This design comes from an exercise in tuning for small area, a short achievable clock period and few clock cycles on the open sky130 flow, not from production work.
In this exercise RTL edits were held to simulation tests only and were not proved equivalent to the original.
Power is estimated from default activity; no workload was simulated.

## run 1
## crc16_psa
module crc16_psa (
    input  wire        clk,
    input  wire        rst,
    input  wire        host_req,
    input  wire        host_we,
    input  wire [3:0]  host_idx,
    input  wire [15:0] host_wdata,
    output reg         host_ack,
    output reg  [15:0] host_rdata,
    output reg         bus_req,
    output reg  [1:0]  bus_cmd,
    output reg  [7:0]  bus_wdata,
    input  wire        bus_ack,
    input  wire        bus_err,
    input  wire [7:0]  bus_rdata
);
Settings: LEC_CHECK=0, ABC_AREA=1, CAP_MARGIN=20, CORE_MARGIN=2, CORE_UTILIZATION=55, SLEW_MARGIN=20; clock period 10.0 ns.
standard.sh (not shown) runs the stock make flow with config.mk's settings and CLKGATE_MAP_FILE= SYNTH_SCRIPT=/design/flow/synth_recipe.tcl, a recipe that flattens the netlist after the stock synthesis.
==> flow/flow/run.sh <==
#!/bin/bash
set -euo pipefail
bash standard.sh SETUP_SLACK_MARGIN=6.85 \
  "BUFFER_PORTS_ARGS=-buffer_cell sky130_fd_sc_hd__buf_2" \
  "CTS_ARGS=-sink_clustering_enable -repair_clock_nets -sink_clustering_size 50 -sink_clustering_max_diameter 55 -dont_use_dummy_load" \
  finish > flow_make.log 2>&1
Testbench counts of run 1, summed over its fixed seeds: cycles 53,130.
--- input diff run 1..run 2 ---
- CORE_UTILIZATION changed from 55 to 40
==> flow/flow/run.sh <==
#!/bin/bash
set -euo pipefail
bash standard.sh SETUP_SLACK_MARGIN=6.85 \
  "CTS_ARGS=-sink_clustering_enable -repair_clock_nets -sink_clustering_size 50 -sink_clustering_max_diameter 55 -dont_use_dummy_load" \
  finish > flow_make.log 2>&1
==> comparison <==
Changes observed in run 2 relative to run 1: number of cells on the critical path rose by 7, number of standard cells in the final layout excluding fillers grew by 292, utilization fell by 15 points.
Run 2 finished every step from synthesis to the final layout, and the layout passed the timing, DRC and antenna checks.
Setup changes, run 2 to run 3
==> flow/flow/run.sh <==
#!/bin/bash
set -euo pipefail
bash standard.sh SETUP_SLACK_MARGIN=6.85 \
  "BUFFER_PORTS_ARGS=-buffer_cell sky130_fd_sc_hd__buf_2" \
  "CTS_ARGS=-sink_clustering_enable -repair_clock_nets -sink_clustering_size 50 -sink_clustering_max_diameter 55 -dont_use_dummy_load" \
  finish > flow_make.log 2>&1
==> summary.txt <==
Compared with run 2, run 3 shows a met1 track demand over resource that is 0.91 points higher. In terms of routed wire length, run 2 and run 3 differ only marginally. Diff run 3..run 2 | cell count | negligible. Total global-route track usage across run 3 and run 2: no real change. Register-to-register slack, run 3 and run 2, lower one = run 2.

---

crc16_psa, a different RTL version from the one above (not shown whole).
Size in the first run: about 30000 sq um of cells after synthesis.
Design crc16_psa, start of the top module:
module crc16_psa (
    input  wire        clk,
    input  wire        rst,
    input  wire        host_req,
    input  wire        host_we,
    input  wire [3:0]  host_idx,
    input  wire [15:0] host_wdata,
    output reg         host_ack,
    output reg  [15:0] host_rdata,
    output reg         bus_req,
    output reg  [1:0]  bus_cmd,
    output reg  [7:0]  bus_wdata,
    input  wire        bus_ack,
    input  wire        bus_err,
    input  wire [7:0]  bus_rdata
);
==> flow/config.mk <==
export PLATFORM = sky130hd
export DESIGN_NAME = crc16_psa
export DESIGN_NICKNAME = crc16_psa
export VERILOG_FILES = /design/flow/design.v
export SDC_FILE = /design/flow/constraint.sdc
export NUM_CORES = 4
export LEC_CHECK = 0
export CAP_MARGIN = 60
export CORE_MARGIN = 2
export CORE_UTILIZATION = 40
export SETUP_SLACK_MARGIN = 5
export SLEW_MARGIN = 60
==> flow/constraint.sdc <==
create_clock -name core_clock -period 10.0 [get_ports {clk}]
set_input_delay 2.0000 -clock core_clock [delete_from_list [all_inputs] [get_ports {clk}]]
set_output_delay 2.0000 -clock core_clock [all_outputs]
set_load 0.01 [all_outputs]
run.sh (not shown) runs the stock make flow with config.mk's settings and CLKGATE_MAP_FILE= SYNTH_SCRIPT=/design/flow/synth_recipe.tcl, a recipe that flattens the netlist after the stock synthesis.
Stock flow here: none of the scripts above is used.
The starting point completed without violations.
Testbench counts at the start, summed over its fixed seeds: cycles 53,738.
Rerun with:
--- a/flow/config.mk
+++ b/flow/config.mk
@@ -7,3 +7,4 @@
 export LEC_CHECK = 0
-export CAP_MARGIN = 60
+export ABC_CLOCK_PERIOD_IN_PS = 2500
+export CAP_MARGIN = 20
 export CORE_MARGIN = 2
@@ -11,2 +12,2 @@
 export SETUP_SLACK_MARGIN = 5
-export SLEW_MARGIN = 60
+export SLEW_MARGIN = 20
=> Clock skew fell by 0.039 ns; fmax went down by 13%; die area does not change; register-to-register slack loses 0.55 ns; final area went down by 2.0%; sequential power stays flat; setup slack gets worse by 0.55 ns; routed wire length shrinks by 0.63%.

-- afterwards: timing with drivers on the ports --
No port has a modelled driver above. Below, the same layouts with a new extraction and two added sets of constraints.
Step 1, drivers: a clkbuf_16 drives clk and a buf_2 each remaining input, both assumed.
Step 2 moves the port delays by t, midway between the first and last clock arrival at a register: inputs arrive t later, outputs are due t later. That takes back most of the time a late clock gives input paths.
a / b / c = no drivers / after step 1 / after step 2; a / b = the first two.
run | t, ns | setup slack, ns | worst setup path at the end | pins driven straight from the clock port
run 1 | 0.673 | 6.835 / 6.862 / 6.205 | input to register | 1
run 2 | 0.680 | 6.847 / 6.845 / 6.203 | input to register | 1
run 3 | 0.671 | 6.894 / 6.828 / 6.275 | input to register | 1
the first run of note 2 | 0.684 | 6.231 / 6.231 / 5.619 | input to register | 1
the second run of note 2 | 0.693 | 5.683 / 5.683 / 5.294 | input to register | 1
After both steps setup and hold are still met in every run listed. The setup slack of run 2, which loses most, moves by -0.002 ns with the drivers and by -0.644 ns with both steps.
